Background: an optimization exercise with open tools, aiming at small area and a short achievable clock period. Do not read the settings as production practice.
At most, simulation tests tie the RTL to the original design; equivalence was not proved.

## the previous run
// tdma_mac_dp
module tdma_mac_dp (
    input  wire        clk,
    input  wire        rst,             
    input  wire        cap_valid,       
    input  wire [15:0] cap_value,
    input  wire        upd_valid,       
    input  wire        active_pll,      
    input  wire        period_wr,       
    input  wire [15:0] period_wr_value,
    input  wire [1:0]  ring_idx,        
    output wire [15:0] ring_word,
    output reg  [15:0] period,
    output wire [15:0] last_beacon_time,
    output wire [2:0]  ring_count,
    output reg  [1:0]  ring_cursor,
    input  wire        slot_wr,         
    input  wire [1:0]  slot_wr_idx,
    input  wire [7:0]  slot_wr_data,
    input  wire [7:0]  num_clients,
    input  wire [15:0] short_addr,
    input  wire [7:0]  local_in,
    input  wire        build_beacon,    
    input  wire        build_response,  
    input  wire        upload,          
    input  wire [4:0]  stage_idx,       
    output wire [7:0]  stage_byte,
    output wire [7:0]  tx_len,
    output wire [7:0]  seq_no
);
==> module tdma_mac_dp, before the edit <==
module tdma_mac_dp (
    input  wire        clk,
    input  wire        rst,             
    input  wire        cap_valid,       
    input  wire [15:0] cap_value,
    input  wire        upd_valid,       
    input  wire        active_pll,      
    input  wire        period_wr,       
    input  wire [15:0] period_wr_value,
    input  wire [1:0]  ring_idx,        
    output wire [15:0] ring_word,
    output reg  [15:0] period,
    output wire [15:0] last_beacon_time,
    output wire [2:0]  ring_count,
    output reg  [1:0]  ring_cursor,
    input  wire        slot_wr,         
    input  wire [1:0]  slot_wr_idx,
    input  wire [7:0]  slot_wr_data,
    input  wire [7:0]  num_clients,
    input  wire [15:0] short_addr,
    input  wire [7:0]  local_in,
    input  wire        build_beacon,    
    input  wire        build_response,  
    input  wire        upload,          
    input  wire [4:0]  stage_idx,       
    output wire [7:0]  stage_byte,
    output wire [7:0]  tx_len,
    output wire [7:0]  seq_no
);
    reg [15:0] s0, s1, s2, s3;    
    reg        full;              
    assign last_beacon_time = s0;
    assign ring_count       = {full, ring_cursor & {2{~full}}};
    wire [3:0] rh;
    tdma_ring_dec u_ring_dec (.idx(ring_idx), .cursor(ring_cursor), .hit(rh));
    assign ring_word = ({16{rh[0]}} & s0) | ({16{rh[1]}} & s1) |
                       ({16{rh[2]}} & s2) | ({16{rh[3]}} & s3);
    always @(posedge clk) begin
        if (cap_valid) begin
            s1 <= s0;
            s2 <= s1;
            s3 <= s2;
        end
    end
    always @(posedge clk) begin
        if (rst) begin
            s0          <= 16'd0;
            ring_cursor <= 2'd0;
            full        <= 1'b0;
        end else if (cap_valid) begin
            s0          <= cap_value;
            ring_cursor <= ring_cursor + 2'd1;
            if (ring_cursor == 2'd3)
                full <= 1'b1;
        end
    end
    function [31:0] bk;
        input [31:0] a;
        input [31:0] b;
        input        ci;
        reg   [31:0] g, pr, x;
        integer s, i;
        begin
            x  = a ^ b;
            g  = a & b;
            pr = x;
            g[0] = g[0] | (pr[0] & ci);
            for (s = 1; s < 32; s = s * 2)
                for (i = 2 * s - 1; i < 32; i = i + 2 * s) begin
                    g[i]  = g[i] | (pr[i] & g[i - s]);
                    pr[i] = pr[i] & pr[i - s];
                end
            for (s = 8; s >= 1; s = s / 2)
                for (i = 3 * s - 1; i < 32; i = i + 2 * s) begin
                    g[i]  = g[i] | (pr[i] & g[i - s]);
                    pr[i] = pr[i] & pr[i - s];
                end
            bk = x ^ {g[30:0], ci};
        end
    endfunction
    function [63:0] csa;
        input [31:0] a;
        input [31:0] b;
        input [31:0] c;
        begin
            csa[31:0]  = a ^ b ^ c;
            csa[63:32] = {(a[30:0] & b[30:0]) | (a[30:0] & c[30:0]) | (b[30:0] & c[30:0]), 1'b0};
        end
    endfunction
    function [15:0] div5;
        input [18:0] w;
        reg   [4:0]  r;
        reg          b;
        integer i;
        begin
            r = 5'd1 << w[18:16];
            for (i = 15; i >= 0; i = i - 1) begin
                b = w[i];
                div5[i] = r[3] | r[4] | (r[2] & b);
                r = b ? {r[4], r[1], r[3], r[0], r[2]} : {r[2], r[4], r[1], r[3], r[0]};
            end
        end
    endfunction
    wire [31:0] d32 = bk({16'd0, s0}, {16'd0, ~s1}, 1'b1);
    wire [63:0] c1  = csa({16'd0, period}, {15'd0, period, 1'b0}, {12'd0, period, 4'd0});
    wire [63:0] c2  = csa(c1[31:0], c1[63:32], {16'd0, d32[15:0]});
    wire [31:0] x   = bk(c2[31:0], c2[63:32], 1'b0);
    wire [15:0] d          = d32[15:0];
    wire [15:0] ema_period = div5(x[20:2]);
    always @(posedge clk) begin
        if (rst)
            period <= 16'd0;
        else if (period_wr)
            period <= period_wr_value;
        else if (upd_valid && (full || ring_cursor[1]))
            period <= active_pll ? {2'b00, d[15:2]} : ema_period;
    end
    reg [7:0]  slot0, slot1, slot2;
    reg [7:0]  st_s0, st_s1, st_s2;    
    reg [15:0] st_sa;                  
    reg [15:0] st_per;                 
    reg [7:0]  st_z;                   
    reg        len_nz;                 
    reg        len_b;                  
    reg [7:0]  seq_last;               
    assign tx_len = {3'b000, len_nz, len_b, 2'b00, len_b};
    assign seq_no = seq_last + 8'd1;
    always @(posedge clk) begin
        if (rst) begin
            slot0 <= 8'd0;
            slot1 <= 8'd0;
            slot2 <= 8'd0;
        end else if (slot_wr) begin
            if (slot_wr_idx == 2'd0) slot0 <= slot_wr_data;
            if (slot_wr_idx == 2'd1) slot1 <= slot_wr_data;
            if (slot_wr_idx == 2'd2) slot2 <= slot_wr_data;
        end
    end
    always @(posedge clk) begin
        if (build_beacon) begin
            st_s0  <= slot0;
            st_s1  <= slot1;
            st_s2  <= slot2;
            st_per <= period;
        end
        if (build_beacon || build_response) begin
            st_sa <= short_addr;
            st_z  <= build_beacon ? num_clients : local_in;
        end
    end
    always @(posedge clk) begin
        if (rst) begin
            len_nz   <= 1'b0;
            len_b    <= 1'b0;
            seq_last <= 8'hFF;
        end else if (build_beacon || build_response) begin
            len_nz   <= 1'b1;
            len_b    <= build_beacon;
            seq_last <= seq_no;
        end else if (upload) begin
            len_nz   <= 1'b0;
            len_b    <= 1'b0;
        end
    end
    wire [7:0] k;       
    wire [8:0] ss;      
    tdma_stage_dec u_stage_dec (.idx(stage_idx), .bcn(len_b), .k(k), .sel(ss));
    tdma_stage_mux u_stage_mux (
        .k(k), .sel(ss),
        .d0(seq_last), .d1(st_sa[7:0]), .d2(st_sa[15:8]), .d3(st_per[7:0]),
        .d4(st_per[15:8]), .d5(st_z), .d6(st_s0), .d7(st_s1), .d8(st_s2),
        .q(stage_byte)
    );
endmodule
==> flow/config.mk <==
export PLATFORM = sky130hd
export DESIGN_NAME = tdma_mac_dp
export DESIGN_NICKNAME = tdma_mac_dp
export VERILOG_FILES = /design/flow/design.v
export SDC_FILE = /design/flow/constraint.sdc
export NUM_CORES = 4
export LEC_CHECK = 0
export ABC_AREA = 1
export CAP_MARGIN = 20
export CORE_MARGIN = 2
export CORE_UTILIZATION = 35
export CTS_BUF_LIST = sky130_fd_sc_hd__clkbuf_4 sky130_fd_sc_hd__clkbuf_8
export CTS_CLUSTER_SIZE = 10
export PLACE_DENSITY = 0.8
export SLEW_MARGIN = 20
export SYNTH_HIERARCHICAL = 1
export SYNTH_MINIMUM_KEEP_SIZE = 0
==> flow/constraint.sdc <==
create_clock -name core_clock -period 20.0 [get_ports {clk}]
set_input_delay 4.0000 -clock core_clock [delete_from_list [all_inputs] [get_ports {clk}]]
set_output_delay 4.0000 -clock core_clock [all_outputs]
set_load 0.01 [all_outputs]
standard.sh (not shown) runs the stock make flow with config.mk's settings and CLKGATE_MAP_FILE= SYNTH_SCRIPT=/design/flow/synth_recipe.tcl, a recipe that flattens the netlist after the stock synthesis.
==> flow/flow/run.sh <==
#!/bin/bash
# Standard ORFS layout (standard.sh) with small port buffers and a tighter
# setup-repair target; make's full output goes to make_finish.log.
set -euo pipefail
bash standard.sh SETUP_SLACK_MARGIN=10 "BUFFER_PORTS_ARGS=-buffer_cell sky130_fd_sc_hd__buf_1" finish > make_finish.log 2>&1
Input changes introduced in the current run (baseline for comparison: the previous run):
--- a/flow/design.v
+++ b/flow/design.v
@@ -89,15 +89,17 @@
     endfunction
     function [15:0] div5;
         input [18:0] w;
-        reg   [4:0]  r;
+        reg   [2:0]  r;
         reg          b;
         integer i;
         begin
-            r = 5'd1 << w[18:16];
+            r = w[18:16];
             for (i = 15; i >= 0; i = i - 1) begin
                 b = w[i];
-                div5[i] = r[3] | r[4] | (r[2] & b);
-                r = b ? {r[4], r[1], r[3], r[0], r[2]} : {r[2], r[4], r[1], r[3], r[0]};
+                div5[i] = r[2] | (r[1] & (r[0] | b));
+                r = {(r[1] & ~r[0] & ~b) | (r[2] & b),
+                     (~r[1] & r[0]) | (r[1] & r[0] & b) | (r[2] & ~b),
+                     (~r[1] & ~r[2] & b) | (r[1] & r[0] & ~b) | (r[2] & ~b)};
             end
         end
     endfunction
Notes after the runs:
The previous run has lower utilization than the current run. Post-synthesis instance area went down slightly going from the previous run to the current run. The current run against the previous run: share of the cycle needed by the critical path after routing moved down; global-route usage shows a reduction of 0.87 points; number of global-route vias before repair fell by 416; number of CTS-inserted buffers now sits at about the same level. The previous run has higher number of instances in the synthesized netlist than the current run. Diff the previous run -> the current run: global-route met3 utilization did not really move, final wirelength lower.
No functional check of the RTL was part of the current run.

---

The RTL this note starts from:
==> flow/design.v <==
module tdma_mac_dp (
    input  wire        clk,
    input  wire        rst,             
    input  wire        cap_valid,       
    input  wire [15:0] cap_value,
    input  wire        upd_valid,       
    input  wire        active_pll,      
    input  wire        period_wr,       
    input  wire [15:0] period_wr_value,
    input  wire [1:0]  ring_idx,        
    output wire [15:0] ring_word,
    output reg  [15:0] period,
    output wire [15:0] last_beacon_time,
    output wire [2:0]  ring_count,
    output reg  [1:0]  ring_cursor,
    input  wire        slot_wr,         
    input  wire [1:0]  slot_wr_idx,
    input  wire [7:0]  slot_wr_data,
    input  wire [7:0]  num_clients,
    input  wire [15:0] short_addr,
    input  wire [7:0]  local_in,
    input  wire        build_beacon,    
    input  wire        build_response,  
    input  wire        upload,          
    input  wire [4:0]  stage_idx,       
    output wire [7:0]  stage_byte,
    output wire [7:0]  tx_len,
    output wire [7:0]  seq_no
);
    reg [15:0] s0, s1, s2, s3;    
    reg        full;              
    assign last_beacon_time = s0;
    assign ring_count       = {full, ring_cursor & {2{~full}}};
    wire [3:0] rh;
    tdma_ring_dec u_ring_dec (.idx(ring_idx), .cursor(ring_cursor), .hit(rh));
    assign ring_word = ({16{rh[0]}} & s0) | ({16{rh[1]}} & s1) |
                       ({16{rh[2]}} & s2) | ({16{rh[3]}} & s3);
    always @(posedge clk) begin
        if (cap_valid) begin
            s1 <= s0;
            s2 <= s1;
            s3 <= s2;
        end
    end
    always @(posedge clk) begin
        if (rst) begin
            s0          <= 16'd0;
            ring_cursor <= 2'd0;
            full        <= 1'b0;
        end else if (cap_valid) begin
            s0          <= cap_value;
            ring_cursor <= ring_cursor + 2'd1;
            if (ring_cursor == 2'd3)
                full <= 1'b1;
        end
    end
    function [31:0] bk;
        input [31:0] a;
        input [31:0] b;
        input        ci;
        reg   [31:0] g, pr, x;
        integer s, i;
        begin
            x  = a ^ b;
            g  = a & b;
            pr = x;
            g[0] = g[0] | (pr[0] & ci);
            for (s = 1; s < 32; s = s * 2)
                for (i = 2 * s - 1; i < 32; i = i + 2 * s) begin
                    g[i]  = g[i] | (pr[i] & g[i - s]);
                    pr[i] = pr[i] & pr[i - s];
                end
            for (s = 8; s >= 1; s = s / 2)
                for (i = 3 * s - 1; i < 32; i = i + 2 * s) begin
                    g[i]  = g[i] | (pr[i] & g[i - s]);
                    pr[i] = pr[i] & pr[i - s];
                end
            bk = x ^ {g[30:0], ci};
        end
    endfunction
    function [63:0] csa;
        input [31:0] a;
        input [31:0] b;
        input [31:0] c;
        begin
            csa[31:0]  = a ^ b ^ c;
            csa[63:32] = {(a[30:0] & b[30:0]) | (a[30:0] & c[30:0]) | (b[30:0] & c[30:0]), 1'b0};
        end
    endfunction
    function [15:0] div5;
        input [18:0] w;
        reg   [4:0]  r;
        reg          b;
        integer i;
        begin
            r = 5'd1 << w[18:16];
            for (i = 15; i >= 0; i = i - 1) begin
                b = w[i];
                div5[i] = r[3] | r[4] | (r[2] & b);
                r = b ? {r[4], r[1], r[3], r[0], r[2]} : {r[2], r[4], r[1], r[3], r[0]};
            end
        end
    endfunction
    wire [31:0] d32 = bk({16'd0, s0}, {16'd0, ~s1}, 1'b1);
    wire [63:0] c1  = csa({16'd0, period}, {15'd0, period, 1'b0}, {12'd0, period, 4'd0});
    wire [63:0] c2  = csa(c1[31:0], c1[63:32], {16'd0, d32[15:0]});
    wire [31:0] x   = bk(c2[31:0], c2[63:32], 1'b0);
    wire [15:0] d          = d32[15:0];
    wire [15:0] ema_period = div5(x[20:2]);
    always @(posedge clk) begin
        if (rst)
            period <= 16'd0;
        else if (period_wr)
            period <= period_wr_value;
        else if (upd_valid && (full || ring_cursor[1]))
            period <= active_pll ? {2'b00, d[15:2]} : ema_period;
    end
    reg [7:0]  slot0, slot1, slot2;
    reg [7:0]  st_s0, st_s1, st_s2;    
    reg [15:0] st_sa;                  
    reg [15:0] st_per;                 
    reg [7:0]  st_z;                   
    reg        len_nz;                 
    reg        len_b;                  
    reg [7:0]  seq_last;               
    assign tx_len = {3'b000, len_nz, len_b, 2'b00, len_b};
    assign seq_no = seq_last + 8'd1;
    always @(posedge clk) begin
        if (rst) begin
            slot0 <= 8'd0;
            slot1 <= 8'd0;
            slot2 <= 8'd0;
        end else if (slot_wr) begin
            if (slot_wr_idx == 2'd0) slot0 <= slot_wr_data;
            if (slot_wr_idx == 2'd1) slot1 <= slot_wr_data;
            if (slot_wr_idx == 2'd2) slot2 <= slot_wr_data;
        end
    end
    always @(posedge clk) begin
        if (build_beacon) begin
            st_s0  <= slot0;
            st_s1  <= slot1;
            st_s2  <= slot2;
            st_per <= period;
        end
        if (build_beacon || build_response) begin
            st_sa <= short_addr;
            st_z  <= build_beacon ? num_clients : local_in;
        end
    end
    always @(posedge clk) begin
        if (rst) begin
            len_nz   <= 1'b0;
            len_b    <= 1'b0;
            seq_last <= 8'hFF;
        end else if (build_beacon || build_response) begin
            len_nz   <= 1'b1;
            len_b    <= build_beacon;
            seq_last <= seq_no;
        end else if (upload) begin
            len_nz   <= 1'b0;
            len_b    <= 1'b0;
        end
    end
    wire [7:0] k;       
    wire [8:0] ss;      
    tdma_stage_dec u_stage_dec (.idx(stage_idx), .bcn(len_b), .k(k), .sel(ss));
    tdma_stage_mux u_stage_mux (
        .k(k), .sel(ss),
        .d0(seq_last), .d1(st_sa[7:0]), .d2(st_sa[15:8]), .d3(st_per[7:0]),
        .d4(st_per[15:8]), .d5(st_z), .d6(st_s0), .d7(st_s1), .d8(st_s2),
        .q(stage_byte)
    );
endmodule
module tdma_ring_dec (
    input  wire [1:0] idx,
    input  wire [1:0] cursor,
    output wire [3:0] hit
);
    wire [1:0] t0 = cursor - 2'd1, t1 = cursor - 2'd2, t2 = cursor - 2'd3;
    assign hit = {idx == cursor, idx == t2, idx == t1, idx == t0};
endmodule
module tdma_stage_dec (
    input  wire [4:0] idx,
    input  wire       bcn,
    output wire [7:0] k,
    output wire [8:0] sel
);
    wire [31:0] e = 32'd1 << idx;
    wire rsp = ~bcn;
    assign k = ({8{e[0] & rsp}} & 8'h41) |
               ({8{e[1]}}       & (bcn ? 8'h80 : 8'h88)) |
               ({8{e[3]}}       & 8'hEF) |
               ({8{e[4]}}       & 8'hBE) |
               ({8{e[5] & rsp}} & 8'h01) |
               ({8{e[9] & rsp}} & 8'h04);
    assign sel = {e[19], e[15] & bcn, e[11] & bcn,
                  (e[9] & bcn) | (e[10] & rsp),
                  e[8] & bcn, e[7] & bcn,
                  (e[6] & bcn) | (e[8] & rsp),
                  (e[5] & bcn) | (e[7] & rsp),
                  e[2]};
endmodule
module tdma_stage_mux (
    input  wire [7:0] k,
    input  wire [8:0] sel,
    input  wire [7:0] d0, d1, d2, d3, d4, d5, d6, d7, d8,
    output wire [7:0] q
);
    assign q = k |
               ({8{sel[0]}} & d0) | ({8{sel[1]}} & d1) | ({8{sel[2]}} & d2) |
               ({8{sel[3]}} & d3) | ({8{sel[4]}} & d4) | ({8{sel[5]}} & d5) |
               ({8{sel[6]}} & d6) | ({8{sel[7]}} & d7) | ({8{sel[8]}} & d8);
endmodule
==> flow/config.mk <==
export PLATFORM = sky130hd
export DESIGN_NAME = tdma_mac_dp
export DESIGN_NICKNAME = tdma_mac_dp
export VERILOG_FILES = /design/flow/design.v
export SDC_FILE = /design/flow/constraint.sdc
export NUM_CORES = 4
export LEC_CHECK = 0
export ABC_AREA = 1
export CAP_MARGIN = 20
export CORE_MARGIN = 2
export CORE_UTILIZATION = 35
export CTS_BUF_LIST = sky130_fd_sc_hd__clkbuf_4 sky130_fd_sc_hd__clkbuf_8
export CTS_CLUSTER_SIZE = 10
export PLACE_DENSITY = 0.8
export SLEW_MARGIN = 20
export SYNTH_HIERARCHICAL = 1
export SYNTH_MINIMUM_KEEP_SIZE = 0
==> flow/constraint.sdc <==
create_clock -name core_clock -period 20.0 [get_ports {clk}]
set_input_delay 4.0000 -clock core_clock [delete_from_list [all_inputs] [get_ports {clk}]]
set_output_delay 4.0000 -clock core_clock [all_outputs]
set_load 0.01 [all_outputs]
==> flow/flow/run.sh <==
#!/bin/bash
# Standard ORFS layout (standard.sh) with small port buffers and a tighter
# setup-repair target; make's full output goes to make_finish.log.
set -euo pipefail
bash standard.sh SETUP_SLACK_MARGIN=10.25 "BUFFER_PORTS_ARGS=-buffer_cell sky130_fd_sc_hd__buf_1" finish > make_finish.log 2>&1
==> next run, changes <==
--- a/flow/design.v
+++ b/flow/design.v
@@ -163,16 +163,16 @@
         end
     end
     wire [7:0] k;       
     wire [8:0] ss;      
     tdma_stage_dec u_stage_dec (.idx(stage_idx), .bcn(len_b), .k(k), .sel(ss));
-    tdma_stage_mux u_stage_mux (
-        .k(k), .sel(ss),
-        .d0(seq_last), .d1(st_sa[7:0]), .d2(st_sa[15:8]), .d3(st_per[7:0]),
-        .d4(st_per[15:8]), .d5(st_z), .d6(st_s0), .d7(st_s1), .d8(st_s2),
-        .q(stage_byte)
-    );
+    assign stage_byte = k |
+                        ({8{ss[0]}} & seq_last)    |
+                        ({8{ss[1]}} & st_sa[7:0])  | ({8{ss[2]}} & st_sa[15:8])  |
+                        ({8{ss[3]}} & st_per[7:0]) | ({8{ss[4]}} & st_per[15:8]) |
+                        ({8{ss[5]}} & st_z)        |
+                        ({8{ss[6]}} & st_s0) | ({8{ss[7]}} & st_s1) | ({8{ss[8]}} & st_s2);
 endmodule
 module tdma_ring_dec (
     input  wire [1:0] idx,
     input  wire [1:0] cursor,
     output wire [3:0] hit
@@ -199,16 +199,5 @@
                   e[8] & bcn, e[7] & bcn,
                   (e[6] & bcn) | (e[8] & rsp),
                   (e[5] & bcn) | (e[7] & rsp),
                   e[2]};
 endmodule
-module tdma_stage_mux (
-    input  wire [7:0] k,
-    input  wire [8:0] sel,
-    input  wire [7:0] d0, d1, d2, d3, d4, d5, d6, d7, d8,
-    output wire [7:0] q
-);
-    assign q = k |
-               ({8{sel[0]}} & d0) | ({8{sel[1]}} & d1) | ({8{sel[2]}} & d2) |
-               ({8{sel[3]}} & d3) | ({8{sel[4]}} & d4) | ({8{sel[5]}} & d5) |
-               ({8{sel[6]}} & d6) | ({8{sel[7]}} & d7) | ({8{sel[8]}} & d8);
-endmodule
What happened: The changed run finished with timing, DRC and antenna clean; sequential cell count does not change; clock-buffer cell count came out higher by 1; synthesized area came out lower by 1.2%; critical path depth came out higher by 3; worst setup slack gets worse by 0.014 ns; synthesized cell count came out lower by 4.8%; clock skew came out lower by 0.0043 ns; utilization came out higher by 0.15 points; via count came out lower by 2.9%; final area came out lower by 0.41%; global-route usage came out lower by 0.54 points.
The RTL of the second run of this note was laid out without a check of its function.

re-timing with driven ports:
The results above use ideal ports. As a check the final layouts listed here were re-extracted and re-timed, cells and wires unchanged. Step 1: set_driving_cell puts a clkbuf_16 on clk and a buf_2 on each other input, an assumption about the parent block. Step 2 moves the port delays by t, midway between the first and last clock arrival at a register: inputs arrive t later, outputs are due t later. That takes back most of the time a late clock gives input paths. a / b / c = ideal ports / drivers / drivers and shift; a / b = the first two.
| run | shift t [ns] | setup WS [ns] | hold WS [ns] | worst setup path after step 2 | latest minus earliest clock arrival (ns) |
|---|---|---|---|---|---|
| the previous run | 0.503 | 10.184 / 10.159 / 10.159 | 0.436 / 0.436 / 0.436 | input to output | 0.022 / 0.022 |
| the current run | 0.509 | 10.233 / 10.191 / 10.191 | 0.433 / 0.433 / 0.433 | input to output | 0.022 / 0.022 |
| the first run of note 2 | 0.499 | 10.368 / 10.343 / 10.343 | 0.436 / 0.436 / 0.436 | input to output | 0.021 / 0.021 |
| the second run of note 2 | 0.510 | 10.354 / 10.331 / 10.331 | 0.438 / 0.438 / 0.438 | input to output | 0.018 / 0.019 |
After both steps every run listed still meets setup and hold. For the current run, which loses most, drivers alone change the setup slack by -0.042 ns; drivers and shift together by -0.042 ns.
